Background: an optimization exercise with open tools, aiming at small area, a short achievable clock period and few clock cycles. Do not read the settings as production practice. Where RTL was checked, it was by simulation tests only, not by an equivalence proof against the original. No activity file was given, so power comes from the tool's default toggle rates.

job 1318:
Design openblt_transport, start of the top module:
module openblt_transport (
    input  wire         clk,
    input  wire         rst,             
    input  wire         cmd_valid,
    output wire         cmd_ready,
    input  wire [15:0]  cmd,
    input  wire [31:0]  arg_len,
    input  wire         dbuf_we,
    input  wire [255:0] dbuf_wdata,      
    output reg  [1:0]   status,
    output wire [31:0]  result,
    output wire [7:0]   pkt_len,
    output wire [255:0] pkt_data,        
    input  wire [31:0]  now_ms,
    input  wire [31:0]  now_tick,
    output reg          pf_rx_req,
    input  wire         pf_rx_valid,
    input  wire [7:0]   pf_rx_data,
    output reg          pf_tx_valid,
    output wire [7:0]   pf_tx_data,
    input  wire         pf_tx_done,
    input  wire         pf_tx_ok,
    output reg          mb_rx_req,
    input  wire         mb_rx_valid,
    input  wire [7:0]   mb_rx_data,
    output reg          mb_tx_valid,
    output reg          mb_tx_last,
    output wire [7:0]   mb_tx_data,
    input  wire         mb_tx_done,
    input  wire         mb_tx_ok,
    output reg          mb_de
);
Size in the first run: ~3500 cells after synthesis, about 1300 flip-flops, about 53000 um2 of cells after synthesis.
==> flow/config.mk <==
export PLATFORM = sky130hd
export DESIGN_NAME = openblt_transport
export DESIGN_NICKNAME = openblt_transport
export VERILOG_FILES = /design/flow/design.v
export SDC_FILE = /design/flow/constraint.sdc
export NUM_CORES = 4
export LEC_CHECK = 0
export CAP_MARGIN = 20
export CORE_MARGIN = 2
export CORE_UTILIZATION = 50
export CTS_CLUSTER_DIAMETER = 80
export CTS_CLUSTER_SIZE = 30
export SLEW_MARGIN = 20
==> flow/constraint.sdc <==
create_clock -name core_clock -period 10.0 [get_ports {clk}]
set_input_delay 2.0000 -clock core_clock [delete_from_list [all_inputs] [get_ports {clk}]]
set_output_delay 2.0000 -clock core_clock [all_outputs]
set_load 0.01 [all_outputs]
standard.sh (not shown) runs the stock make flow with config.mk's settings and CLKGATE_MAP_FILE= SYNTH_SCRIPT=/design/flow/synth_recipe.tcl, a recipe that flattens the netlist after the stock synthesis.
==> flow/flow/run.sh <==
#!/bin/bash
set -euo pipefail
export BUFFER_PORTS_ARGS="-buffer_cell sky130_fd_sc_hd__buf_1"
export SETUP_SLACK_MARGIN="${FLOW_SETUP_MARGIN:-6.7}"
bash standard.sh > standard.log 2>&1
Testbench counts of job 1318, summed over its fixed seeds: cycles 67,137.
### job 1318 -> job 8298
diff --git a/flow/design.v b/flow/design.v
--- a/flow/design.v
+++ b/flow/design.v
@@ -143,15 +143,15 @@
     wire       mb_sync1  = mb_sync & ~late_q;
     wire       mb_del    = mb_clear & mb_ok;
     wire [5:0] mb_cnt1   = mb_clear ? 6'd0 : mb_cnt;
     wire do_poll = (state == S_POLL);
     wire del_pf  = do_poll & ~poll_mb & pf_del;
     wire del_mb  = do_poll &  poll_mb & mb_del;
     wire [15:0] dword    = {dbuf[{maddr, 1'b1}], dbuf[{maddr, 1'b0}]};
-    wire [7:0]  dbyte    = idx[0] ? dword[15:8] : dword[7:0];
+    wire [7:0]  wbyte    = idx[0] ? wq[15:8] : wq[7:0];    
     wire [5:0]  idx_p2   = idx + 6'd2;
     wire        blk_one  = (idx + 6'd1 == n_q);      
     wire [15:0] crc_w_nx = crc_step(crc_w, txd);
     always @(posedge clk) begin
         if (dbuf_we && rdy)
             for (i = 0; i < 32; i = i + 1)
                 dbuf[i] <= dbuf_wdata[8*i +: 8];
@@ -199,15 +199,25 @@
             pf_rx_req   <= 1'b0;
             mb_rx_req   <= 1'b0;
             pf_tx_valid <= 1'b0;
             mb_tx_valid <= 1'b0;
             mb_tx_last  <= 1'b0;
         end else begin
             case (state)
-            S_IDLE: if (acc) begin
+            S_IDLE: begin
+                n_q     <= arg_len[5:0];
+                idx     <= 6'd0;
+                maddr   <= 4'd1;
+                wq      <= (dbuf_we ? dbuf_wdata[15:0] : {dbuf[1], dbuf[0]});
+                txd     <= cmd[13] ? NODE_ID : arg_len[7:0];
+                phase   <= F_NODE;
+                crc_w   <= 16'hFFFF;
+                tx_fail <= 1'b0;
+                wcnt    <= 9'd0;
+              if (acc) begin
                 status <= d_legal ? ST_OK : ST_ILLEGAL;
                 if (d_pf_init) begin
                     pf_st  <= 1'b0;
                     pf_cnt <= 5'd0;
                 end
                 if (d_crc_init)
                     crc_reg <= 16'hFFFF;
@@ -232,18 +242,14 @@
                     if (!len_le32)
                         status <= ST_RANGE;
                     else if (len_nz) begin
                         rdy   <= 1'b0;
                         state <= S_BLK;
                     end
                 end
-                n_q   <= arg_len[5:0];
-                idx   <= 6'd0;
-                maddr <= d_crc_blk ? 4'd1 : 4'd0;
-                wq    <= (dbuf_we ? dbuf_wdata[15:0] : {dbuf[1], dbuf[0]});
                 if (d_pf_tx) begin
                     if (!len_tx)
                         status <= ST_RANGE;
                     else begin
                         rdy         <= 1'b0;
                         state       <= S_PFTX;
                         pf_tx_valid <= 1'b1;
@@ -254,26 +260,22 @@
                         status <= ST_RANGE;
                     else begin
                         rdy   <= 1'b0;
                         state <= S_PRE;
                         mb_de <= 1'b1;
                     end
                 end
-                txd     <= d_mb_tx ? NODE_ID : arg_len[7:0];
-                phase   <= F_NODE;
-                crc_w   <= 16'hFFFF;
-                tx_fail <= 1'b0;
-                wcnt    <= 9'd0;
                 if (d_mb_init) begin
                     rdy       <= 1'b0;
                     state     <= S_INIT;
                     mb_cnt    <= 6'd0;
                     mb_sync   <= 1'b0;
                     mb_rx_req <= 1'b1;
                 end
+              end
             end
             S_POLL: begin
                 rdy       <= 1'b1;
                 state     <= S_IDLE;
                 pf_rx_req <= 1'b0;
                 mb_rx_req <= 1'b0;
                 if (!poll_mb) begin
@@ -330,18 +332,20 @@
             S_PFTX: if (pf_tx_done) begin
                 if (!pf_tx_ok || idx == n_q) begin
                     pf_tx_valid <= 1'b0;
                     status      <= pf_tx_ok ? ST_OK : ST_HW;
                     rdy         <= 1'b1;
                     state       <= S_IDLE;
                 end else begin
-                    txd <= dbyte;
+                    txd <= wbyte;
                     idx <= idx + 6'd1;
-                    if (idx[0])
+                    if (idx[0]) begin
+                        wq    <= dword;
                         maddr <= maddr + 4'd1;
+                    end
                 end
             end
             S_INIT: begin
                 if (mb_rx_valid)
                     wcnt <= 9'd0;
                 else if (wcnt == MB_T35[8:0]) begin
                     mb_rx_req <= 1'b0;
@@ -373,18 +377,20 @@
                     F_CLO:  begin txd <= crc_w[15:8];   phase <= F_CHI; mb_tx_last <= 1'b1; end
                     default: begin  
                         phase <= F_PAY;
                         if (idx == n_q) begin
                             txd   <= crc_w_nx[7:0];
                             phase <= F_CLO;
                         end else begin
-                            txd <= dbyte;
+                            txd <= wbyte;
                             idx <= idx + 6'd1;
-                            if (idx[0])
+                            if (idx[0]) begin
+                                wq    <= dword;
                                 maddr <= maddr + 4'd1;
+                            end
                         end
                     end
                     endcase
                 end
             end
             S_POST: begin
                 wcnt <= wcnt + 9'd1;
[summary]
Looking only at leakage power, and setting everything else aside, the higher value of job 8298 and job 1318 goes to job 1318.
On routed wire length, job 1318 tracks job 8298 almost exactly.
Wire length of the first global-routing pass grows slightly when moving from job 1318 to job 8298.
Compared with job 1318, job 8298 is the more power-hungry design.
In the tables for job 8298 and job 1318, final cell count reads lower with job 8298.
Job 8298 vs. job 1318: layout-stage area growth over the synthesis result went up by 0.21 points.
The die of job 8298 is smaller than the one used in job 1318.
Between job 8298 and job 1318, the non-clock buffering overhead in the final layout does not differ in any meaningful way.
Delta (job 8298 minus job 1318): post-layout worst setup margin fell 0.40 ns; critical path depth rose 10; combinational power rose about 220%; fraction of the cycle the final worst path needs rose 4.0 points.
Job 8298 ends up with a hold slack that is 0.012 ns lower than in job 1318.
Looking at clock-buffer cell count, job 8298 sits above job 1318.
No functional check of the RTL was part of job 8298.

[afterwards: timing with drivers on the ports]
The results above use ideal ports. As a check the final layouts listed here were re-extracted and re-timed, cells and wires unchanged. Step 1 (the two cells are an assumption about what drives the block):
set clk [get_ports {clk}]
set_driving_cell -lib_cell sky130_fd_sc_hd__clkbuf_16 $clk
set_driving_cell -lib_cell sky130_fd_sc_hd__buf_2 [delete_from_list [all_inputs] $clk]
Step 2 adds t to the input delays and takes it off the output delays; t is the mean of the earliest and latest rising clock arrival at the registers after step 1. Input paths then give back, and output paths get back, about the clock's delay inside the block. Slacks: no drivers / after step 1 / after step 2; pairs: no drivers / after step 1.
| run | t, ns | slack for setup (ns) | worst setup path after step 2 | worst register clock-pin slew, ns | pins driven straight from the clock port |
|---|---|---|---|---|---|
| job 1318 | 0.782 | 6.581 / 6.505 / 5.848 | input to register | 0.12 / 0.12 | 1 |
| job 8298 | 0.764 | 6.176 / 6.208 / 5.444 | input to register | 0.11 / 0.11 | 1 |
After both steps setup and hold are still met in every run listed. For job 1318, which loses most, drivers alone change the setup slack by -0.076 ns; drivers and shift together by -0.733 ns.
